Context: an optimization exercise on an open-source flow, tuned for small area. The choices shown serve that exercise and are no tape-out recipe.
Function was checked by simulation only, so behaviour that the tests miss may differ from the original.
No activity file was given, so power comes from the tool's default toggle rates.

## pjon_tx
module pjon_tx (
    input  wire        clk,
    input  wire        rst_n,           
    input  wire        start,
    input  wire        cfg_shared,
    input  wire        cfg_sender_info,
    input  wire        cfg_ack_request,
    input  wire        cfg_crc32,
    input  wire        tx_explicit,
    input  wire [15:0] tx_header,
    input  wire [7:0]  tx_dest,
    input  wire [31:0] tx_bus,
    input  wire [7:0]  device_id,
    input  wire [31:0] bus_id,
    input  wire [15:0] pay_len,
    input  wire        pay_valid,
    input  wire [7:0]  pay_data,
    output wire        pay_ready,
    output wire        out_valid,
    output wire [7:0]  out_data,
    output wire        out_last,
    input  wire        out_ready,
    input  wire        err_clr,
    output reg         busy,
    output reg         done,
    output wire [2:0]  result_code,
    output wire [31:0] result,
    output reg  [15:0] final_hdr,
    output wire [31:0] err_ctx,
    output reg         ev_error
);
    function [31:0] t32;
        input [7:0] x;
  ...
Size in the first run: about 870 cells after synthesis, about 180 flip-flops, about 8300 sq um of cells after synthesis.
==> flow/config.mk <==
export PLATFORM = sky130hd
export DESIGN_NAME = pjon_tx
export DESIGN_NICKNAME = pjon_tx
export VERILOG_FILES = /design/flow/design.v
export SDC_FILE = /design/flow/constraint.sdc
export NUM_CORES = 4
export LEC_CHECK = 0
export CAP_MARGIN = 20
export CORE_MARGIN = 2
export CORE_UTILIZATION = 40
export SLEW_MARGIN = 20
==> flow/constraint.sdc <==
create_clock -name core_clock -period 12.0 [get_ports {clk}]
set_input_delay 2.4000 -clock core_clock [delete_from_list [all_inputs] [get_ports {clk}]]
set_output_delay 2.4000 -clock core_clock [all_outputs]
set_load 0.01 [all_outputs]
standard.sh (not shown) runs the stock make flow with config.mk's settings and CLKGATE_MAP_FILE= SYNTH_SCRIPT=/design/flow/synth_recipe.tcl, a recipe that flattens the netlist after the stock synthesis.
==> flow/flow/run.sh <==
#!/bin/bash
# Standard layout with five changes:
#  - ABC maps the logic with an area-oriented script (flow/area.abc);
#  - adders are left to ABC (no ADDER_MAP_FILE half/full adder cells);
#  - one tie cell drives all constant outputs (no tie fanout repair);
#  - the port buffers use the smallest buffer cell;
#  - CTS uses clkbuf_8 and adds no dummy loads.
set -euo pipefail
W=$(pwd)
export AREA_ABC_SCRIPT=$W/flow/area.abc
export FLOW_SYNTH_TCL=$W/synth_recipe.tcl
export ADDER_MAP_FILE=
export SKIP_REPAIR_TIE_FANOUT=1
export BUFFER_PORTS_ARGS="-buffer_cell sky130_fd_sc_hd__buf_1"
export CTS_ARGS="-sink_clustering_enable -repair_clock_nets -dont_use_dummy_load -buf_list {sky130_fd_sc_hd__clkbuf_8}"
sed "s#SYNTH_SCRIPT=[^ ]*#SYNTH_SCRIPT=$W/flow/synth_wrap.tcl#" standard.sh > area_standard.sh
bash area_standard.sh > standard.log 2>&1
==> flow/flow/area.abc <==
strash
dch
amap
strash
dch -f
amap -F 20 -A 30
strash
dch -f
amap -F 20 -A 30
strash
dch -f
amap -F 20 -A 30
strash
&get -n
&deepsyn -T 90
&put
strash
dch -f
amap -F 20 -A 30
strash
dch -f
amap -F 20 -A 30
strash
dch -f
amap -F 20 -A 30
strash
dch -f
amap -F 20 -A 30
==> flow/flow/synth_wrap.tcl <==
# The standard synthesis (synth_recipe.tcl), with ABC's standard-cell
# mapping run from an area-oriented script instead of ORFS's speed script.
# ABC maps only the combinational logic: the registers are the same.
proc abc {args} {
  set i [lsearch -exact $args -script]
  if {$i >= 0} { lset args [expr {$i + 1}] $::env(AREA_ABC_SCRIPT) }
  yosys abc {*}$args
}
source $::env(FLOW_SYNTH_TCL)
The baseline ran to the end with no violations.
Change:
--- a/flow/design.v
+++ b/flow/design.v
@@ -65,21 +65,21 @@
     generate for (gi = 0; gi < 5; gi = gi + 1) begin : g_c1
         assign c1[gi+1] = (pay_len[gi] & o1[gi]) | (c1[gi] & (pay_len[gi] | o1[gi]));
     end endgenerate
     wire        esc    = (|pay_len[15:8]) | (&pay_len[7:5] & c1[5]);
     wire [15:0] h2     = {h1[15:7], h1[6] | esc, h1[5] | esc, h1[4:0]};
     wire [4:0]  o2     = esc ? ({1'b0, ob} + 5'd5) : o1;
     wire [5:0]  a2     = {1'b0, pay_len[4:0]} + {1'b0, o2};
     wire [16:0] total2 = {{1'b0, pay_len[15:5]} + {11'd0, a2[5]}, a2[4:0]};
     wire too_long  = (|pay_len[15:10]) | (&pay_len[9:5] & a2[5] & (|a2[4:0]));
     wire too_short = (pay_len == 16'd0) & ~h1[7] & ~h1[6] & ~h1[5] & ~h1[1] & ~h1[0];
-    localparam [2:0] G_H = 3'd0, G_T = 3'd1, G_S = 3'd2, G_C = 3'd3, G_M = 3'd4;
+    localparam [2:0] G_H = 3'd1, G_T = 3'd2, G_S = 3'd3, G_C = 3'd0, G_M = 3'd4;
     localparam [4:0] S_HLO  = {G_H, 2'd0}, S_HHI = {G_H, 2'd1}, S_LHI = {G_H, 2'd2}, S_LLO = {G_H, 2'd3};
     localparam [4:0] S_TB0  = {G_T, 2'd0}, S_TB3 = {G_T, 2'd3};
     localparam [4:0] S_SB0  = {G_S, 2'd0}, S_SB3 = {G_S, 2'd3};
     localparam [4:0] S_C0   = {G_C, 2'd0}, S_C3  = {G_C, 2'd3};
     localparam [4:0] S_DEST = {G_M, 2'd0}, S_DEV = {G_M, 2'd1}, S_PAY = {G_M, 2'd2};
     reg  [4:0]  st;
     reg  [9:0]  pc;          
     reg  [10:0] tot;         
     reg  [31:0] txb;
     reg  [31:0] bid;
The new run ran to the end with no violations.
Non-clock buffer count grows by 2.
Via count is about the same.
Power shrinks slightly.
Combinational power shrinks by a little under a tenth.
Design area hardly moves.
Flip-flop and latch count stays the same.
Sequential share of layout area hardly moves.
Die area hardly moves.
Hold slack improved by 0.023 ns.
Worst setup slack improved by 0.97 ns.
Count of clock-buffer cells in the layout is unchanged.
Sequential power grows slightly.
Cell count shrinks slightly.

-- afterwards: timing with drivers on the ports --
How much do the figures lean on ideal ports? The routed layouts below were timed once more, with nothing changed but the port constraints.
Step 1 (the two cells are an assumption about what drives the block):
set clk [get_ports {clk}]
set_driving_cell -lib_cell sky130_fd_sc_hd__clkbuf_16 $clk
set_driving_cell -lib_cell sky130_fd_sc_hd__buf_2 [delete_from_list [all_inputs] $clk]
Step 2 adds t to the input delays and takes it off the output delays; t is the mean of the earliest and latest rising clock arrival at the registers after step 1. Input paths then give back, and output paths get back, about the clock's delay inside the block.
a / b / c = ideal ports / drivers / drivers and shift; a / b = the first two.
| run | t (ns) | setup WS [ns] | hold slack, ns | slew at the worst register clock pin (ns) | pins driven straight from the clock port |
|---|---|---|---|---|---|
| the first run | 0.489 | 2.204 / 2.216 / 1.728 | 0.455 / 0.455 / 0.455 | 0.11 / 0.11 | 1 |
| the second run | 0.487 | 3.172 / 3.179 / 2.692 | 0.478 / 0.478 / 0.478 | 0.11 / 0.11 | 1 |
After both steps setup and hold are still met in every run listed. For the second run, which loses most, drivers alone change the setup slack by +0.007 ns; drivers and shift together by -0.480 ns.
